Source: an optimization exercise on an open RTL-to-GDS flow (aim: small area and few clock cycles per item). Production flows keep margins and buffers that such runs may drop.
Only simulation tests tie the RTL to the original design; equivalence was not proved.
The flow treats the clock pin as an ideal source, which a real chip does not have.
Power and IR drop assume default switching activity.

==> flow/design.v <==
module accore_classifier #(
    parameter [23:0] REF_MARK      = 24'd465,
    parameter [23:0] REF_HDR_MARK  = 24'd3500,
    parameter [23:0] REF_SHORT     = 24'd417,
    parameter [23:0] REF_LONG      = 24'd1275,
    parameter [23:0] REF_HDR_SPACE = 24'd1715,
    parameter [23:0] REF_SEP       = 24'd9935,
    parameter [23:0] DELTA         = 24'd200
) (
    input  wire [23:0] dur,
    output wire [2:0]  mark_code,
    output wire [2:0]  space_code
);
    function win(input [23:0] d, input [23:0] r);
        win = (d >= r - DELTA) && (d <= r + DELTA);
    endfunction
    wire in_mark  = win(dur, REF_MARK);
    wire in_hmark = win(dur, REF_HDR_MARK);
    wire in_short = win(dur, REF_SHORT);
    wire in_long  = win(dur, REF_LONG);
    wire in_hsp   = win(dur, REF_HDR_SPACE);
    wire in_sep   = win(dur, REF_SEP);
    assign mark_code  = in_mark  ? 3'd0 : in_hmark ? 3'd1 : 3'd7;
    assign space_code = in_short ? 3'd0 : in_long  ? 3'd1 :
                        in_hsp   ? 3'd3 : in_sep   ? 3'd2 : 3'd7;
endmodule
module accore_df (
    input  wire        clk,
    input  wire        rst,           
    input  wire        cmd_valid,
    input  wire [31:0] cmd_data,
    output wire        cmd_ready,
    input  wire [2:0]  reg_addr,
    output reg  [31:0] reg_rdata,
    output wire        tx_valid,
    output wire        tx_kind,       
    output wire [23:0] tx_dur,
    input  wire        tx_ready,
    output wire        fault_o
);
    localparam [23:0] REF_MARK      = 24'd465;
    localparam [23:0] REF_HDR_MARK  = 24'd3500;
    localparam [23:0] REF_LONG      = 24'd1275;
    localparam [23:0] REF_SHORT     = 24'd417;
    localparam [23:0] REF_HDR_SPACE = 24'd1715;
    localparam [23:0] REF_SEP       = 24'd9935;
    localparam [63:0]  TEMPLATE_A = {8'h06, 8'h00, 8'h00, 8'h00, 8'h04, 8'hE0, 8'h20, 8'h02};
    localparam [151:0] TEMPLATE_B = {120'd0, 8'h04, 8'hE0, 8'h20, 8'h02};
    localparam [215:0] TEMPLATE_W = {TEMPLATE_B, TEMPLATE_A};
    localparam [31:0] CONFIG = 32'h0040_9841;
    localparam [4:0] WB_MODE  = 5'd13;   
    localparam [4:0] WB_TEMP  = 5'd14;   
    localparam [4:0] WB_FLAGS = 5'd15;   
    localparam [4:0] WB_FAN   = 5'd16;   
    localparam [4:0] WB_CK    = 5'd26;   
    localparam [5:0] OP_NOP = 6'h00, OP_CAPSTART = 6'h01, OP_PULSE = 6'h02,
                     OP_SPACE = 6'h03, OP_TIMEOUT = 6'h04, OP_POPCMD = 6'h05,
                     OP_CHKLEAD = 6'h06, OP_CLSM = 6'h08, OP_CLSS = 6'h09,
                     OP_NEWF = 6'h10, OP_GETR = 6'h11, OP_SETR = 6'h12,
                     OP_GETB = 6'h13, OP_SETB = 6'h14,
                     OP_SETTEMP = 6'h20, OP_GETTEMP = 6'h21,
                     OP_SETMODE = 6'h22, OP_GETMODE = 6'h23,
                     OP_SETFPWR = 6'h24, OP_GETFPWR = 6'h25,
                     OP_SETFANG = 6'h26, OP_GETFANG = 6'h27,
                     OP_SETFAN = 6'h28, OP_GETFAN = 6'h29,
                     OP_SETSWING = 6'h2A, OP_GETSWING = 6'h2B,
                     OP_CKGEN = 6'h30, OP_CKCHK = 6'h31, OP_GETCK = 6'h32,
                     OP_EMIT = 6'h38;
    localparam [3:0] F_AMBIGUOUS = 4'd1, F_MALFORMED = 4'd2, F_PAIR = 4'd3,
                     F_BITOUT = 4'd4, F_OVERFLOW = 4'd5, F_LENGTH = 4'd6,
                     F_QUEUE = 4'd7, F_RANGE = 4'd8, F_ILLCMD = 4'd9,
                     F_ILLOP = 4'd10, F_CKSUM = 4'd11, F_VARIANT = 4'd12,
                     F_UNINIT = 4'd13;
    localparam [1:0] S_AWAIT_HEADER = 2'd0, S_IN_FRAME = 2'd1, S_AWAIT_NEXT = 2'd2;
    localparam [2:0] E_IDLE = 3'd0, E_SETR = 3'd1, E_EMIT = 3'd2, E_POP = 3'd3,
                     E_TEMP = 3'd4, E_GETR = 3'd5, E_SETRX = 3'd6;
    function [3:0] mode_pat(input [2:0] i);
        case (i)
            3'd0: mode_pat = 4'd0;
            3'd1: mode_pat = 4'd2;
            3'd2: mode_pat = 4'd3;
            3'd3: mode_pat = 4'd4;
            default: mode_pat = 4'd6;
        endcase
    endfunction
    function [3:0] fan_pat(input [2:0] i);
        case (i)
            3'd0: fan_pat = 4'd10;
            3'd1: fan_pat = 4'd3;
            3'd2: fan_pat = 4'd4;
            3'd3: fan_pat = 4'd5;
            3'd4: fan_pat = 4'd6;
            default: fan_pat = 4'd7;
        endcase
    endfunction
    function [3:0] swing_pat(input [2:0] i);
        case (i)
            3'd0: swing_pat = 4'd15;
            3'd1: swing_pat = 4'd1;
            3'd2: swing_pat = 4'd2;
            3'd3: swing_pat = 4'd3;
            3'd4: swing_pat = 4'd4;
            default: swing_pat = 4'd5;
        endcase
    endfunction
    function [7:0] mode_idx(input [3:0] p);
        case (p)
            4'd0: mode_idx = 8'd0;
            4'd2: mode_idx = 8'd1;
            4'd3: mode_idx = 8'd2;
            4'd4: mode_idx = 8'd3;
            4'd6: mode_idx = 8'd4;
            default: mode_idx = 8'hFF;
        endcase
    endfunction
    function [7:0] fan_idx(input [3:0] p);
        case (p)
            4'd10: fan_idx = 8'd0;
            4'd3:  fan_idx = 8'd1;
            4'd4:  fan_idx = 8'd2;
            4'd5:  fan_idx = 8'd3;
            4'd6:  fan_idx = 8'd4;
            4'd7:  fan_idx = 8'd5;
            default: fan_idx = 8'hFF;
        endcase
    endfunction
    function [7:0] swing_idx(input [3:0] p);
        case (p)
            4'd15: swing_idx = 8'd0;
            4'd1:  swing_idx = 8'd1;
            4'd2:  swing_idx = 8'd2;
            4'd3:  swing_idx = 8'd3;
            4'd4:  swing_idx = 8'd4;
            4'd5:  swing_idx = 8'd5;
            default: swing_idx = 8'hFF;
        endcase
    endfunction
    function [7:0] thermo8(input [5:0] n);
        integer q;
        for (q = 0; q < 8; q = q + 1)
            thermo8[q] = (n > q);
    endfunction
    reg  [2:0]   eng;
    reg  [2:0]   ecnt;
    reg  [4:0]   ph;            
    reg  [1:0]   sync;
    reg          act;           
    reg          pend;
    reg          pmark;
    reg  [7:0]   cnt;           
    reg  [4:0]   q_pb;
    reg  [2:0]   q_head;        
    reg  [2:0]   qlen;          
    wire [215:0] w;             
    reg          wv_a;
    reg          wv_b;
    reg  [31:0]  evcnt;
    reg  [3:0]   fcode;
    reg          fpos_ev;       
    reg  [31:0]  res;
    reg  [1:0]   o_f;
    reg  [7:0]   o_idx;
    reg  [5:0]   o_len;
    reg  [3:0]   o_fc;          
    reg  [7:0]   xs;            
    reg  [7:0]   c0, c1, c2;
    reg  [1:0]   cur;
    reg  [2:0]   pnd;
    reg  [4:0]   pk0, pk1, pk2;
    reg  [2:0]   ps0, ps1, ps2;
    reg  [2:0]   p_slot;        
    reg  [7:0]   ck_s;          
    reg          e_kind;
    reg  [1:0]   e_st;
    wire        in_setr  = (eng == E_SETR);
    assign cmd_ready = (eng == E_IDLE) || in_setr;
    wire        accept   = cmd_valid && cmd_ready;
    wire [31:0] word     = cmd_data;
    wire        exec_en  = accept && !(!in_setr && cmd_data[31:26] == OP_SETR);
    wire [5:0]  op   = word[31:26];
    wire [1:0]  fsel = word[25:24];
    wire [7:0]  idx  = word[23:16];
    wire [5:0]  len  = word[13:8];
    wire [7:0]  val  = word[7:0];
    wire        rflag = word[25];
    wire [23:0] dur  = word[23:0];
    wire [2:0] mark_code, space_code;
    accore_classifier u_cls (
        .dur        (dur),
        .mark_code  (mark_code),
        .space_code (space_code)
    );
    wire       fld_op = (cmd_data[31:26] == OP_SETTEMP) || (cmd_data[31:26] == OP_SETMODE) ||
                        (cmd_data[31:26] == OP_SETFAN)  || (cmd_data[31:26] == OP_SETSWING);
    wire [4:0] fld_n  = (cmd_data[31:26] == OP_SETTEMP) ? 5'd6 :
                        (cmd_data[31:26] == OP_SETMODE) ? 5'd5 : 5'd8;
    reg        p_b;
    reg  [4:0] p_n;
    always @* begin
        case (eng)
            E_EMIT, E_GETR, E_SETRX:
                             begin p_b = (o_f == 2'd2); p_n = o_idx[7:3];    end
            E_TEMP:          begin p_b = 1'b1;          p_n = 5'd7;          end
            default:
                if (fld_op)  begin p_b = 1'b1;          p_n = fld_n;         end
                else         begin p_b = (fsel == 2'd2); p_n = idx[4:0] - 5'd1; end
        endcase
    end
    wire [63:0]  w_a = w[63:0];
    wire [151:0] w_b = w[215:64];
    wire [7:0] rbyte_a = w_a[8*p_n[2:0] +: 8];
    wire [7:0] rbyte_b = (p_n <= 5'd18) ? w_b[8*p_n +: 8] : 8'd0;
    wire [7:0] rbyte   = p_b ? rbyte_b : rbyte_a;
    wire [7:0] b_mode  = w[8*WB_MODE  +: 8];
    wire [7:0] b_temp  = w[8*WB_TEMP  +: 8];
    wire [7:0] b_flags = w[8*WB_FLAGS +: 8];
    wire [7:0] b_fan   = w[8*WB_FAN   +: 8];
    wire [7:0] b_ck    = w[8*WB_CK    +: 8];
    reg          illegal;
    reg          is_event;
    reg          discard;
    reg          fault;
    reg  [3:0]   fault_code;
    reg  [1:0]   n_sync;
    reg          n_act, n_pend, n_pmark;
    reg  [7:0]   n_cnt;
    reg          n_wv_a, n_wv_b;
    reg  [31:0]  n_res;
    reg          do_capstart;
    reg          do_push, push_pb;
    reg          do_pop;
    reg          do_app;
    reg          st_emit, st_temp, st_getr, st_setr;
    reg          w_newf;
    reg          w_bwe;         
    reg          w_fld;         
    reg  [4:0]   w_fn;
    reg  [7:0]   w_wbus;
    reg          sel_a;
    reg          sel_ok;
    reg  [8:0]   flen;
    reg  [8:0]   rng_end;
    reg  [1:0]   sym;
    reg          sym_ok;
    reg          close_full;
    reg  [7:0]   t2c;
    reg          t_limit;
    reg  [3:0]   pat;
    always @* begin
        illegal     = 1'b0;
        is_event    = 1'b0;
        discard     = 1'b0;
        fault       = 1'b0;
        fault_code  = 4'd0;
        n_sync   = sync;
        n_act    = act;
        n_pend   = pend;
        n_pmark  = pmark;
        n_cnt    = cnt;
        n_wv_a   = wv_a;
        n_wv_b   = wv_b;
        n_res    = 32'd0;
        do_capstart = 1'b0;
        do_push     = 1'b0;
        push_pb     = 1'b0;
        do_pop      = 1'b0;
        do_app      = 1'b0;
        st_emit     = 1'b0;
        st_temp     = 1'b0;
        st_getr     = 1'b0;
        st_setr     = 1'b0;
        w_newf      = 1'b0;
        w_bwe       = 1'b0;
        w_fld       = 1'b0;
        w_fn        = 5'd0;
        w_wbus      = val;
        sel_a = 1'b0; sel_ok = 1'b0; flen = 9'd0;
        sym = 2'd0; sym_ok = 1'b0; close_full = 1'b0;
        t2c = 8'd0; t_limit = 1'b0; pat = 4'd0;
        case (op)
            OP_NOP, OP_CAPSTART, OP_TIMEOUT, OP_POPCMD, OP_CHKLEAD, OP_NEWF,
            OP_GETTEMP, OP_GETMODE, OP_GETFPWR, OP_GETFANG, OP_GETFAN, OP_GETSWING,
            OP_CKGEN, OP_CKCHK, OP_GETCK, OP_EMIT:
                illegal = (word[25:0] != 26'd0);
            OP_PULSE, OP_SPACE, OP_CLSM, OP_CLSS:
                illegal = (word[25:24] != 2'd0);
            OP_GETR, OP_SETR:
                illegal = (word[15:14] != 2'd0) || (val != 8'd0);
            OP_GETB:
                illegal = (word[15:14] != 2'd0) || (len != 6'd0) || (val != 8'd0);
            OP_SETB:
                illegal = (word[15:14] != 2'd0) || (len != 6'd0);
            OP_SETTEMP:
                illegal = (word[25:8] != 18'd0);
            OP_SETMODE, OP_SETFPWR, OP_SETFANG, OP_SETFAN, OP_SETSWING:
                illegal = (word[24:8] != 17'd0);
            default:
                illegal = 1'b1;
        endcase
        if (fsel == 2'd1) begin
            sel_a = 1'b1; sel_ok = 1'b1; flen = 9'd64;
        end else if (fsel == 2'd2) begin
            sel_a = 1'b0; sel_ok = 1'b1; flen = 9'd152;
        end
        rng_end = {1'b0, idx} + {3'b0, len};
        if (in_setr) begin
            if (o_fc != 4'd0) begin
                fault = 1'b1;
                fault_code = o_fc;
            end else
                st_setr = 1'b1;
        end else if (illegal) begin
            fault = 1'b1;
            fault_code = F_ILLCMD;
        end else begin
            case (op)
            OP_NOP: n_res = 32'd0;
            OP_CAPSTART: begin
                do_capstart = 1'b1;
                n_sync = S_AWAIT_HEADER; n_act = 1'b0;
                n_pend = 1'b0; n_pmark = 1'b0;
                n_cnt = 8'd0;
            end
            OP_PULSE: begin
                if (fcode != 4'd0) discard = 1'b1;
                else begin
                    is_event = 1'b1;
                    if (pend) begin
                        fault = 1'b1; fault_code = F_MALFORMED;
                    end else if (mark_code == 3'd7) begin
                        fault = 1'b1; fault_code = F_AMBIGUOUS;
                    end else begin
                        n_pend  = 1'b1;
                        n_pmark = mark_code[0];
                        n_res   = {31'd0, mark_code[0]};
                    end
                end
            end
            OP_SPACE: begin
                if (fcode != 4'd0) discard = 1'b1;
                else begin
                    is_event = 1'b1;
                    if (pmark == 1'b1 && space_code == 3'd3) begin
                        sym = 2'd0; sym_ok = 1'b1;
                    end else if (pmark == 1'b0 && space_code == 3'd0) begin
                        sym = 2'd2; sym_ok = 1'b1;
                    end else if (pmark == 1'b0 && space_code == 3'd1) begin
                        sym = 2'd3; sym_ok = 1'b1;
                    end else if (pmark == 1'b0 && space_code == 3'd2) begin
                        sym = 2'd1; sym_ok = 1'b1;
                    end
                    if (!pend) begin
                        fault = 1'b1; fault_code = F_MALFORMED;
                    end else if (space_code == 3'd7) begin
                        fault = 1'b1; fault_code = F_AMBIGUOUS;
                    end else if (!sym_ok) begin
                        fault = 1'b1; fault_code = F_PAIR;
                    end else begin
                        case (sym)
                        2'd0: n_sync = S_IN_FRAME;
                        2'd2, 2'd3: begin
                            if (sync != S_IN_FRAME) begin
                                fault = 1'b1; fault_code = F_BITOUT;
                            end else if (act ? (cnt == 8'd152) : (cnt == 8'd64)) begin
                                fault = 1'b1; fault_code = F_OVERFLOW;
                            end else begin
                                do_app = 1'b1;
                                n_cnt  = cnt + 8'd1;
                            end
                        end
                        default: begin    
                            if (act == 1'b0) begin
                                if (cnt != 8'd0 && cnt != 8'd64) begin
                                    fault = 1'b1; fault_code = F_LENGTH;
                                end else if (cnt == 8'd64) begin
                                    n_act = 1'b1; n_cnt = 8'd0;
                                end
                            end else begin
                                if (cnt != 8'd0 && cnt != 8'd152) begin
                                    fault = 1'b1; fault_code = F_LENGTH;
                                end else if (cnt == 8'd152) begin
                                    if (qlen == 3'd4) begin
                                        fault = 1'b1; fault_code = F_QUEUE;
                                    end else begin
                                        do_push = 1'b1; push_pb = 1'b1;
                                        n_cnt = 8'd0; n_act = 1'b0;
                                    end
                                end
                            end
                            n_sync = S_AWAIT_NEXT;
                        end
                        endcase
                        n_pend  = 1'b0;
                        n_pmark = 1'b0;
                        n_res   = {30'd0, sym};
                    end
                end
            end
            OP_TIMEOUT: begin
                if (fcode != 4'd0) discard = 1'b1;
                else begin
                    is_event = 1'b1;
                    if (act == 1'b0) begin
                        if (cnt != 8'd0 && cnt != 8'd64) begin
                            fault = 1'b1; fault_code = F_LENGTH;
                        end
                        close_full = (cnt == 8'd64);
                    end else begin
                        if (cnt != 8'd0 && cnt != 8'd152) begin
                            fault = 1'b1; fault_code = F_LENGTH;
                        end
                        close_full = (cnt == 8'd152);
                    end
                    if (!fault) begin
                        if (act == 1'b1 || close_full) begin
                            if (qlen == 3'd4) begin
                                fault = 1'b1; fault_code = F_QUEUE;
                            end else begin
                                do_push = 1'b1;
                                push_pb = act && close_full;
                                n_res   = 32'd1;
                            end
                        end
                        n_pend = 1'b0; n_pmark = 1'b0;
                        n_cnt = 8'd0;
                        n_act = 1'b0; n_sync = S_AWAIT_HEADER;
                    end
                end
            end
            OP_POPCMD: begin
                if (qlen != 3'd0) begin
                    do_pop = 1'b1;
                    n_wv_a = 1'b1;
                    n_wv_b = q_pb[q_head];
                    n_res  = {29'd0, q_pb[q_head], 2'b11};
                end
            end
            OP_CHKLEAD: begin
                if (!wv_a) begin
                    fault = 1'b1; fault_code = F_UNINIT;
                end else
                    n_res = {31'd0, (w[63:0] == TEMPLATE_A)};
            end
            OP_CLSM: n_res = {29'd0, mark_code};
            OP_CLSS: n_res = {29'd0, space_code};
            OP_NEWF: begin
                w_newf = 1'b1;
                n_wv_a = 1'b1; n_wv_b = 1'b1;
            end
            OP_GETR, OP_SETR: begin
                if (len > 6'd32 || !sel_ok) begin
                    fault = 1'b1; fault_code = F_ILLOP;
                end else if (sel_a ? !wv_a : !wv_b) begin
                    fault = 1'b1; fault_code = F_UNINIT;
                end else if (rng_end > flen) begin
                    fault = 1'b1; fault_code = F_RANGE;
                end else if (op == OP_GETR) begin
                    st_getr = 1'b1;
                end else begin
                    st_setr = 1'b1;
                end
            end
            OP_GETB, OP_SETB: begin
                if (!sel_ok) begin
                    fault = 1'b1; fault_code = F_ILLOP;
                end else if (sel_a ? !wv_a : !wv_b) begin
                    fault = 1'b1; fault_code = F_UNINIT;
                end else if (idx == 8'd0 || idx > (sel_a ? 8'd8 : 8'd19)) begin
                    fault = 1'b1; fault_code = F_RANGE;
                end else if (op == OP_GETB) begin
                    n_res = {24'd0, rbyte};
                end else begin
                    w_bwe = 1'b1;
                end
            end
            OP_SETTEMP: begin
                if (!wv_b) begin
                    fault = 1'b1; fault_code = F_UNINIT;
                end else begin
                    if (val <= 8'd32) begin
                        t2c = 8'd32; t_limit = 1'b1;
                    end else if (val >= 8'd60) begin
                        t2c = 8'd60; t_limit = 1'b1;
                    end else begin
                        t2c = val; t_limit = 1'b0;
                    end
                    w_bwe   = 1'b1;
                    w_fld = 1'b1; w_fn = 5'd6;
                    w_wbus  = {1'b0, t2c[7:1]};
                    st_temp = 1'b1;
                    n_res = {14'd0, t_limit, t2c[0], 8'd0, t2c};
                end
            end
            OP_GETTEMP: begin
                if (!wv_b) begin
                    fault = 1'b1; fault_code = F_UNINIT;
                end else
                    n_res = {14'd0, b_flags[1], b_flags[0], 7'd0, b_temp, b_flags[0]};
            end
            OP_SETMODE: begin
                if (rflag ? (val >= 8'd16) : (val >= 8'd5)) begin
                    fault = 1'b1; fault_code = F_ILLOP;
                end else if (!wv_b) begin
                    fault = 1'b1; fault_code = F_UNINIT;
                end else begin
                    pat = rflag ? val[3:0] : mode_pat(val[2:0]);
                    w_bwe   = 1'b1;
                    w_fld = 1'b1; w_fn = 5'd5;
                    w_wbus  = {pat, b_mode[3:0]};
                    if (!rflag) begin
                        if (val == 8'd1 || val == 8'd2) w_wbus[0] = 1'b1;
                        else if (val == 8'd3)           w_wbus[0] = 1'b0;
                    end
                    n_res = {28'd0, pat};
                end
            end
            OP_GETMODE: begin
                if (!wv_b) begin
                    fault = 1'b1; fault_code = F_UNINIT;
                end else
                    n_res = {16'd0, mode_idx(b_mode[7:4]), 4'd0, b_mode[7:4]};
            end
            OP_SETFPWR, OP_GETFPWR, OP_SETFANG, OP_GETFANG: begin
                fault = 1'b1; fault_code = F_VARIANT;
            end
            OP_SETFAN, OP_SETSWING: begin
                if (rflag ? (val >= 8'd16) : (val >= 8'd6)) begin
                    fault = 1'b1; fault_code = F_ILLOP;
                end else if (!wv_b) begin
                    fault = 1'b1; fault_code = F_UNINIT;
                end else begin
                    w_bwe   = 1'b1;
                    w_fld = 1'b1; w_fn = 5'd8;
                    if (op == OP_SETFAN) begin
                        pat = rflag ? val[3:0] : fan_pat(val[2:0]);
                        w_wbus = {pat, b_fan[3:0]};
                    end else begin
                        pat = rflag ? val[3:0] : swing_pat(val[2:0]);
                        w_wbus = {b_fan[7:4], pat};
                    end
                    n_res = {28'd0, pat};
                end
            end
            OP_GETFAN: begin
                if (!wv_b) begin
                    fault = 1'b1; fault_code = F_UNINIT;
                end else
                    n_res = {16'd0, fan_idx(b_fan[7:4]), 4'd0, b_fan[7:4]};
            end
            OP_GETSWING: begin
                if (!wv_b) begin
                    fault = 1'b1; fault_code = F_UNINIT;
                end else
                    n_res = {16'd0, swing_idx(b_fan[3:0]), 4'd0, b_fan[3:0]};
            end
            OP_CKGEN, OP_CKCHK: begin
                if (!wv_b) begin
                    fault = 1'b1; fault_code = F_UNINIT;
                end else if (op == OP_CKCHK && ck_s != b_ck) begin
                    fault = 1'b1; fault_code = F_CKSUM;
                end else begin
                    if (op == OP_CKGEN) begin
                        w_bwe  = 1'b1;
                        w_fld  = 1'b1; w_fn = 5'd18;
                        w_wbus = ck_s;
                    end
                    n_res = {23'd0, 1'b1, ck_s};
                end
            end
            OP_GETCK: begin
                if (!wv_b) begin
                    fault = 1'b1; fault_code = F_UNINIT;
                end else
                    n_res = {24'd0, b_ck};
            end
            OP_EMIT: begin
                if (!wv_a || !wv_b) begin
                    fault = 1'b1; fault_code = F_UNINIT;
                end else begin
                    st_emit = 1'b1;
                    n_res = 32'd440;
                end
            end
            default: ;
            endcase
        end
    end
    wire commit = exec_en && !discard && !fault;
    wire [2:0] off = o_idx[2:0];
    wire       st_first = (ecnt == 3'd0);
    wire [3:0] fsh      = (eng == E_GETR) ? {1'b0, off} : (4'd8 - {1'b0, off});
    wire [15:0] fin     = (eng == E_GETR) ? {rbyte, xs} : {res[7:0], xs};
    wire [7:0] funnel   = fin >> fsh;
    wire [7:0] fmask    = thermo8(o_len) & ((eng == E_SETRX && st_first) ? ~thermo8({3'd0, off}) : 8'hFF);
    wire [7:0] g_chunk  = funnel & fmask;
    wire [7:0] s_byte   = (rbyte & ~fmask) | (funnel & fmask);
    wire [5:0] len_dec  = (o_len > 6'd8) ? (o_len - 6'd8) : 6'd0;
    wire       pop_wr  = (eng == E_POP);
    wire       m0 = pnd[0] && (pk0 == ph);
    wire       m1 = pnd[1] && (pk1 == ph);
    wire       m2 = pnd[2] && (pk2 == ph);
    wire       wany  = m0 || m1 || m2;
    wire [7:0] wdat  = m0 ? c0  : m1 ? c1  : c2;
    wire [2:0] wslot = m0 ? ps0 : m1 ? ps1 : ps2;
    wire [39:0] qt;                    
    genvar gs, gk;
    generate
        for (gs = 0; gs < 5; gs = gs + 1) begin : g_slot
            wire wr = wany && (wslot == gs);
            for (gk = 0; gk < 8; gk = gk + 1) begin : g_ring
                reg  [26:0] r;
                always @(posedge clk)
                    r <= {(wr ? wdat[gk] : r[0]), r[26:1]};
                assign qt[gs*8 + gk] = r[0];
            end
        end
    endgenerate
    reg [7:0] qtap;
    always @* begin
        case (p_slot)
            3'd0: qtap = qt[7:0];
            3'd1: qtap = qt[15:8];
            3'd2: qtap = qt[23:16];
            3'd3: qtap = qt[31:24];
            default: qtap = qt[39:32];
        endcase
    end
    wire [7:0] qbyte = (wany && wslot == p_slot) ? wdat : qtap;
    wire [2:0] q_sum  = q_head + qlen;
    wire [2:0] q_tail = (q_sum >= 3'd5) ? (q_sum - 3'd5) : q_sum;
    wire [2:0] q_next = (q_head == 3'd4) ? 3'd0 : (q_head + 3'd1);
    wire       app_bit = sym[0];
    wire       app = commit && do_app;
    wire       emit_data = rbyte[o_idx[2:0]];
    wire       emit_lastbit = (o_idx == (p_b ? 8'd151 : 8'd63));
    assign tx_valid = (eng == E_EMIT);
    assign tx_kind  = e_kind;
    assign tx_dur   = !e_kind ? ((e_st == 2'd0) ? REF_HDR_MARK : REF_MARK) :
                      (e_st == 2'd0) ? REF_HDR_SPACE :
                      (e_st == 2'd2) ? REF_SEP       :
                      (emit_data ? REF_LONG : REF_SHORT);
    wire       c_done = app && (cnt[2:0] == 3'd7);
    wire [4:0] c_k    = act ? (5'd8 + cnt[7:3]) : {2'b00, cnt[5:3]};
    always @(posedge clk) begin
        if (app && cur == 2'd0) c0 <= {app_bit, c0[7:1]};
        if (app && cur == 2'd1) c1 <= {app_bit, c1[7:1]};
        if (app && cur == 2'd2) c2 <= {app_bit, c2[7:1]};
        if (c_done) begin
            case (cur)
                2'd0: begin pk0 <= c_k; ps0 <= q_tail; end
                2'd1: begin pk1 <= c_k; ps1 <= q_tail; end
                default: begin pk2 <= c_k; ps2 <= q_tail; end
            endcase
        end
    end
    always @(posedge clk) begin
        if (rst) begin
            pnd <= 3'd0;
            cur <= 2'd0;
        end else begin
            if (c_done)
                cur <= (cur == 2'd2) ? 2'd0 : (cur + 2'd1);
            if (m0) pnd[0] <= 1'b0;
            if (m1) pnd[1] <= 1'b0;
            if (m2) pnd[2] <= 1'b0;
            if (c_done) begin
                if (pnd[0] && pk0 == c_k && ps0 == q_tail) pnd[0] <= 1'b0;
                if (pnd[1] && pk1 == c_k && ps1 == q_tail) pnd[1] <= 1'b0;
                if (pnd[2] && pk2 == c_k && ps2 == q_tail) pnd[2] <= 1'b0;
                pnd[cur] <= 1'b1;
            end
        end
    end
    wire       wr_x    = (eng == E_SETRX);
    wire       wr_t    = (eng == E_TEMP);
    wire       wr_any  = (commit && (w_bwe || w_fld)) || wr_x || wr_t || pop_wr;
    wire       wr_b    = (commit && w_fld) || p_b;
    wire [4:0] wr_n    = (commit && w_fld) ? w_fn : p_n;
    wire [4:0] wr_u    = pop_wr ? ph : (wr_b ? (5'd8 + wr_n) : {2'b00, wr_n[2:0]});
    wire [7:0] wr_bus  = pop_wr ? qbyte : wr_x ? s_byte : wr_t ? {b_flags[7:2], xs[1:0]} : w_wbus;
    wire       nf      = commit && w_newf;
    wire [7:0] wd0     = nf ? 8'h00 : wr_bus;
    wire [7:0] wd1     = nf ? 8'hFF : wr_bus;
    wire       s_in    = wr_any && (wr_u >= 5'd8) && (wr_u <= 5'd25);
    wire [7:0] s_old   = pop_wr ? 8'd0 : rbyte;
    genvar gn, gj;
    generate
        for (gn = 0; gn < 27; gn = gn + 1) begin : g_wbyte
            wire sel = wr_any && (wr_u == gn);
            for (gj = 0; gj < 8; gj = gj + 1) begin : g_wbit
                wire wd = TEMPLATE_W[8*gn + gj] ? wd1[gj] : wd0[gj];
                reg  q;
                always @(posedge clk)
                    if (nf || sel)
                        q <= wd;
                assign w[8*gn + gj] = q;
            end
        end
    endgenerate
    wire emit_step = (eng == E_EMIT) && tx_ready && e_kind;
    wire oi_ld   = (accept && !exec_en) || (commit && st_getr);
    wire oi_zero = (commit && do_pop) || (emit_step && e_st == 2'd0);
    wire oi_inc8 = (eng == E_GETR) || (eng == E_SETRX);
    wire oi_inc1 = (eng == E_POP) || (emit_step && e_st == 2'd1);
    always @(posedge clk) begin
        if (oi_ld)
            o_idx <= cmd_data[23:16];
        else if (oi_zero)
            o_idx <= 8'd0;
        else if (oi_inc8)
            o_idx <= o_idx + 8'd8;
        else if (oi_inc1)
            o_idx <= o_idx + 8'd1;
    end
    always @(posedge clk) begin
        if (oi_ld)
            o_len <= cmd_data[13:8];
        else if (commit && st_setr)
            o_len <= o_len + {3'd0, o_idx[2:0]};
        else if (eng == E_SETRX || (eng == E_GETR && !st_first))
            o_len <= len_dec;
    end
    always @(posedge clk) begin
        if (commit && (st_getr || st_setr))
            xs <= 8'd0;
        else if (commit && st_temp)
            xs <= {6'd0, t_limit, t2c[0]};
        else if (eng == E_GETR)
            xs <= rbyte;
        else if (eng == E_SETRX)
            xs <= res[7:0];
    end
    wire res_ld = commit && !(st_getr || st_setr);
    wire res_sd = commit && st_setr;
    wire res_sh = (eng == E_SETRX) || (eng == E_GETR && !st_first);
    always @(posedge clk) begin
        if (rst)
            res <= 32'd0;
        else if (res_ld)
            res <= n_res;
        else if (res_sd)
            res <= cmd_data;
        else if (res_sh)
            res <= {((eng == E_GETR) ? g_chunk : 8'd0), res[31:8]};
    end
    always @(posedge clk) begin
        if (rst || (commit && do_capstart)) begin
            fcode   <= 4'd0;
            fpos_ev <= 1'b0;
        end else if (exec_en && !discard && fault && fcode == 4'd0) begin
            fcode   <= fault_code;
            fpos_ev <= is_event;
        end
    end
    wire ev_inc = exec_en && !discard && is_event && !(commit && do_capstart);
    always @(posedge clk) begin
        if (rst || (commit && do_capstart))
            evcnt <= 32'd0;
        else if (ev_inc)
            evcnt <= evcnt + 32'd1;
    end
    always @(posedge clk) begin
        if (rst) begin
            eng     <= E_IDLE;
            ph      <= 5'd0;
            sync    <= S_AWAIT_HEADER;
            act     <= 1'b0;
            pend    <= 1'b0;
            pmark   <= 1'b0;
            cnt     <= 8'd0;
            q_head  <= 3'd0;
            qlen    <= 3'd0;
            wv_a    <= 1'b0;
            wv_b    <= 1'b0;
        end else begin
            ph <= (ph == 5'd26) ? 5'd0 : (ph + 5'd1);
            case (eng)
            E_EMIT: begin
                if (tx_ready) begin
                    e_kind <= !e_kind;
                    if (e_kind) begin
                        case (e_st)
                        2'd0: begin
                            e_st  <= 2'd1;
                        end
                        2'd1: begin
                            if (emit_lastbit) e_st <= 2'd2;
                        end
                        default: begin
                            e_st <= 2'd0;
                            o_f  <= 2'd2;
                            if (p_b) eng <= E_IDLE;
                        end
                        endcase
                    end
                end
            end
            E_POP: begin
                if (o_idx == 8'd26) eng <= E_IDLE;
            end
            E_TEMP: eng <= E_IDLE;
            E_GETR, E_SETRX: begin
                ecnt  <= ecnt + 3'd1;
                if (ecnt == 3'd4) eng <= E_IDLE;
            end
            default: begin    
                if (accept && !exec_en) begin
                    o_f   <= cmd_data[25:24];
                    o_fc  <= fault ? fault_code : 4'd0;
                    eng   <= E_SETR;
                end else if (exec_en) begin
                    eng <= E_IDLE;
                    if (discard) begin
                    end else if (fault) begin
                    end else begin
                        sync   <= n_sync;
                        act    <= n_act;
                        pend   <= n_pend;
                        pmark  <= n_pmark;
                        cnt    <= n_cnt;
                        wv_a   <= n_wv_a;
                        wv_b   <= n_wv_b;
                        if (do_capstart) begin
                            q_head  <= 3'd0;
                            qlen    <= 3'd0;
                        end
                        if (do_push) begin
                            q_pb[q_tail] <= push_pb;
                            qlen <= qlen + 3'd1;
                        end
                        if (do_pop) begin
                            p_slot <= q_head;
                            q_head <= q_next;
                            qlen   <= qlen - 3'd1;
                            eng    <= E_POP;
                        end
                        if (st_emit) begin
                            eng    <= E_EMIT;
                            e_kind <= 1'b0;
                            e_st   <= 2'd0;
                            o_f    <= 2'd1;
                        end
                        if (st_temp) begin
                            eng <= E_TEMP;
                        end
                        if (st_getr || st_setr) begin
                            eng   <= st_getr ? E_GETR : E_SETRX;
                            ecnt  <= 3'd0;
                            if (st_getr) o_f <= fsel;
                        end
                    end
                end
            end
            endcase
        end
    end
    always @(posedge clk) begin
        if (commit && do_pop)
            ck_s <= 8'd0;
        else if (nf)
            ck_s <= 8'h06;      
        else if (s_in)
            ck_s <= ck_s + wr_bus - s_old;
    end
    wire [31:0] status = {(fcode != 4'd0), 3'd0, fcode, 4'd0, 1'b0, qlen,
                          cnt,
                          wv_b, wv_a, act, pmark, pend, act, sync};
    always @* begin
        case (reg_addr)
            3'd0: reg_rdata = status;
            3'd1: reg_rdata = res;
            3'd2: reg_rdata = fpos_ev ? evcnt : 32'd0;
            3'd3: reg_rdata = evcnt;
            3'd4: reg_rdata = CONFIG;
            default: reg_rdata = 32'd0;
        endcase
    end
    assign fault_o = (fcode != 4'd0);
endmodule
==> flow/flow/run.sh <==
#!/bin/bash
# The standard layout (standard.sh: unchanged synthesis and steps) with
# settings passed to the ORFS scripts through their environment variables:
# - the buffers ABC put in the netlist are removed at floorplan (placement
#   is not timing driven, so global placement does not remove them);
# - buffer_ports puts the smallest buffer cell on every input and output port;
# - clock_tree_synthesis builds the tree without dummy loads.
# The whole make output goes to standard.log in this folder.
set -o pipefail
export REMOVE_ABC_BUFFERS=1
export BUFFER_PORTS_ARGS="-buffer_cell sky130_fd_sc_hd__buf_1"
export CTS_ARGS="-sink_clustering_enable -repair_clock_nets -buf_list sky130_fd_sc_hd__clkbuf_8 -sink_clustering_size 20 -sink_clustering_max_diameter 50 -dont_use_dummy_load"
bash standard.sh > standard.log 2>&1
==> flow/standard.sh <==
#!/bin/bash
# synth_recipe.tcl (not shown) runs the flow's synth.tcl, then flattens the netlist and writes it again
# the make line also repeats each setting of config.mk as NAME=value (left out here)
make -C /OpenROAD-flow-scripts/flow DESIGN_CONFIG=/design/flow/config.mk WORK_HOME=/design/flow/orfs CLKGATE_MAP_FILE= SYNTH_SCRIPT=/design/flow/synth_recipe.tcl "${@:-finish}"
==> flow/config.mk <==
export PLATFORM = sky130hd
export DESIGN_NAME = accore_df
export DESIGN_NICKNAME = accore_df
export VERILOG_FILES = /design/flow/design.v
export SDC_FILE = /design/flow/constraint.sdc
export NUM_CORES = 4
export LEC_CHECK = 0
export CAP_MARGIN = 20
export CORE_MARGIN = 2
export CORE_UTILIZATION = 55
export CTS_BUF_LIST = sky130_fd_sc_hd__clkbuf_8
export CTS_CLUSTER_DIAMETER = 50
export CTS_CLUSTER_SIZE = 20
export GPL_ROUTABILITY_DRIVEN = 1
export GPL_TIMING_DRIVEN = 0
export PLACE_DENSITY = 0.7
export SLEW_MARGIN = 20
==> flow/constraint.sdc <==
create_clock -name core_clock -period 16.0 [get_ports {clk}]
set_input_delay 3.2000 -clock core_clock [delete_from_list [all_inputs] [get_ports {clk}]]
set_output_delay 3.2000 -clock core_clock [all_outputs]
set_load 0.01 [all_outputs]
==> flow_summary.ini <==
[cts]
cts.sinks = 1497
cts.hold.buffers_added = 0
postCtsSetupBuffers = 0
clk_latency_ns = 0.77
clkTransAtPathRegs_ns = 0.10
cts_tree = yes
numCtsBuffers = 111
post_cts_resized = 0

[critical_path]
critPathLaunchType = primary input
cpPeakStageDelay_ns = 0.86
cp.required_ns = 12.80
critPathTopFamily = compound AO/OA/AOI/OAI gates
cp_num_buf_inv = 2
crit_chain = buf_1 -> nand2b_1 -> o32ai_1 -> a21o_1 -> o211ai_1 -> a21oi_1 -> o2111ai_1 -> o21ai_0 -> mux2i_1 -> mux4_2 -> nand2_1 -> nand2_1 -> nand2_1 -> buf_1
cp_max_fo = 17
worstSetupEndpointType = output port
arrival_ns = 9.14
path_class = primary input to output port
path_common_cell = nand2_1
cpMaxStageDelayCell = a21o_1

[timing]
drv_slew = 0
setup_viol = 0
hold_violations = 0
slew_headroom = 0.234
timing.final.ws_setup_ns = 3.66
fin_crit_ns = 12.34
rsz0062_at_grt = false
hold_ws_ns = 0.276
fin_skew_ns = 0.147
timing.final.crit_share = 0.771
worstMarginPinSlew_ns = 1.14
finalSetupTns_ns = 0
fmax_mhz = 81.0

[placed_design]
dp_hpwl_um = 87900
routabilityCongestion = 1.04
port-buffer-count = 86
pre_cts_ws_ns = 3.62

[routing]
wl_per_cell_um = 23.2
num_vias = 30800
viasPerCell = 5.88
drtIter0Drc = 3538
dr.pass1.iters = 7
antenna_left = 0
wirelength_um = 121000
drc = 0

[layout]
synthToLayoutAreaGrowth_pct = 7.00
drive_above_1_share = 0.0792
layout_commonest_cell = dfxtp_1
nNetsFinal = 4181
final_cell_mix = 1199 x dfxtp_1, 364 x nand2_1, 298 x edfxtp_1

[power_and_ir_drop]
power_frac_seq = 0.660
p_clk_frac = 0.287
p_int_uw = 4550
power.leakage_uw = 0.0195
power_density_mw_per_mm2 = 113
p_sw_uw = 1270
ir_drop_v = 0.000102
swShare = 0.218
comb_power_share = 0.053

[synth]
seq_area_frac_synth = 0.682
synth_area_per_cell_sq_um = 12.1
synth_area_leaders = dfxtp_1 50%, edfxtp_1 19%, nand2_1 2.8%
ys_seq_elements = 1497
synth_edf_count = 298
ys_warn_count = 2
synth_cells = 3999
netlist.area_leader.share = 0.497
ys_types = 94
synth_area_leader_cell = dfxtp_1
synth_area_sq_mm = 0.0483
synth_flop_cell = dfxtp_1
synthArstFlopShare = 0

[floorplan]
core_area_sq_mm = 0.0869
die_y_um = 300
core.rowCount = 108
num_io_pins = 99
die_w_um = 300
start_util = 0.556
dieArea_sq_mm = 0.0902

[global_route]
grt_pass1_wl_um = 179000
first_global_vias = 28700
antenna_found_initial = 7
met3_usage = 0.0606
top_usage_layer = met1
grt_use_total = 0.265
overflow = 0
grt_max_degree = 40
use_met2 = 0.382
grt.met1_usage = 0.383

[status]
status = timing/DRC/antenna clean

[run]
maxCapViolCount = 0

[min_path]
hold_class = register to register
sequential cells by signal, indices dropped and copies added, names as in the netlist, 6 cells and up:
name              cells
ck_s                  8
c2                    8
c0                    8
o_len                 6
o_idx                 8
c1                    8
evcnt                32
g_slot.g_ring.r    1080
g_wbyte.g_wbit.q    216
xs                    8
res                  32
cnt                   8
cell type report:
type / count / area [sq um]
Fill cell: 6983 / 35200
Timing Repair Buffer: 129 / 865
Sequential cell: 1497 / 33000
Multi-Input combinational cell: 2217 / 14500
Antenna cell: 4 / 10.0
Inverter: 114 / 428
Tap cell: 1155 / 1450
Clock buffer: 111 / 1530
cells by family (layout without fill, tap and decap cells):
logic type	Yosys count	count (layout)	synth area share
compound gates	719	719	0.0994
xor+xnor	123	123	0.0223
fa+ha+maj	72	72	0.0202
buf+inv	295	354	0.0248
flops	1497	1497	0.682
mux	173	173	0.0423
other cells	2	16	0.000155
simple gates	1118	1118	0.109
power by group through the flow:
stage               combinational (uW)  sequential, uW  clock (uW)
floorplan                          175            3930           0
global placement                   281            3930           0
detailed placement                 293            3930           0
CTS                                295            3850        1720
global route                       324            3850        1860
finish                             306            3850        1670
synth_stat cells, drive strengths merged (57+ instances only):
| library cell | n |
|---|---|
| ha | 62 |
| clkbuf | 135 |
| xnor2 | 66 |
| edfxtp | 298 |
| xor2 | 57 |
| dfxtp | 1199 |
| mux2i | 99 |
| nand2 | 365 |
| a21oi | 202 |
| nand3 | 106 |
| o21ai | 135 |
| nor2 | 295 |
| nor3 | 87 |
| inv | 111 |
per-stage QoR:
stage | total power (uW) | instances | util | instance area (sq um)
after floorplan | 4100 | 3828 | - | 47600
after global placement | 4210 | 5069 | 0.568 | 49300
after detailed placement | 4220 | 5110 | 0.576 | 50100
after CTS | 5860 | 5221 | 0.594 | 51600
after global routing | 6030 | 5226 | 0.595 | 51700
final | 5820 | 5227 | 0.595 | 51700
path summary, 6_finish.rpt:
check,from,end,slack (ns),cells after the start
max,cmd_data[29],tx_dur[10],3.66,14
min,g_slot[3].g_ring[5].r[4],g_slot[3].g_ring[5].r[3],0.28,0
max reg2reg,eng[2],ck_s[7],6.80,25
min reg2reg,g_slot[3].g_ring[5].r[4],g_slot[3].g_ring[5].r[3],0.28,0
per-layer routing:
layer / wire [um] / part of all wire
met1: 53300 / 0.44
met2: 50700 / 0.42
met3: 11700 / 0.096
met4: 5520 / 0.046
met5: 11 / 0.000091
worst register-to-register path: stages (launching register included):
cell	delay, ns
dfxtp_1	0.99
nand3b_1	0.76
buf_6	0.39
a21oi_1	0.30
a21o_1	0.77
o211ai_1	0.18
a21oi_1	0.50
o2111ai_1	0.42
o211ai_1	0.60
and3_1	0.27
o21ba_2	0.18
o32ai_1	0.46
mux2i_1	0.25
a21boi_4	0.72
inv_1	0.14
fa_1	0.52
inv_1	0.05
ha_1	0.33
a21oi_1	0.23
o21bai_1	0.10
a21oi_1	0.24
o21ai_0	0.16
xnor2_1	0.15
xnor2_1	0.20
xnor2_1	0.08
o21a_1	0.18
Testbench counts, summed over its fixed seeds: cycles 54,568, commands 31,224.

what the ideal ports hide:
No port has a modelled driver above. Below, the same layout with a new extraction and two added sets of constraints.
Step 1 (the two cells are an assumption about what drives the block):
set clk [get_ports {clk}]
set_driving_cell -lib_cell sky130_fd_sc_hd__clkbuf_16 $clk
set_driving_cell -lib_cell sky130_fd_sc_hd__buf_2 [delete_from_list [all_inputs] $clk]
Step 2 times the ports against the registers' clock, not the clock port: input delays grow and output delays shrink by t, the midpoint of the rising clock arrivals with the driver on.
Slacks: ideal ports / drivers / drivers and shift; pairs: ideal ports / drivers.
t (ns): 0.769
setup WS [ns]: 3.657 / 3.628 / 3.628
hold WS [ns]: 0.276 / 0.276 / 0.276
worst setup path at the end: input to output
After both steps setup and hold are still met in this run. The setup slack of this run moves by -0.029 ns with the drivers and by -0.029 ns with both steps.
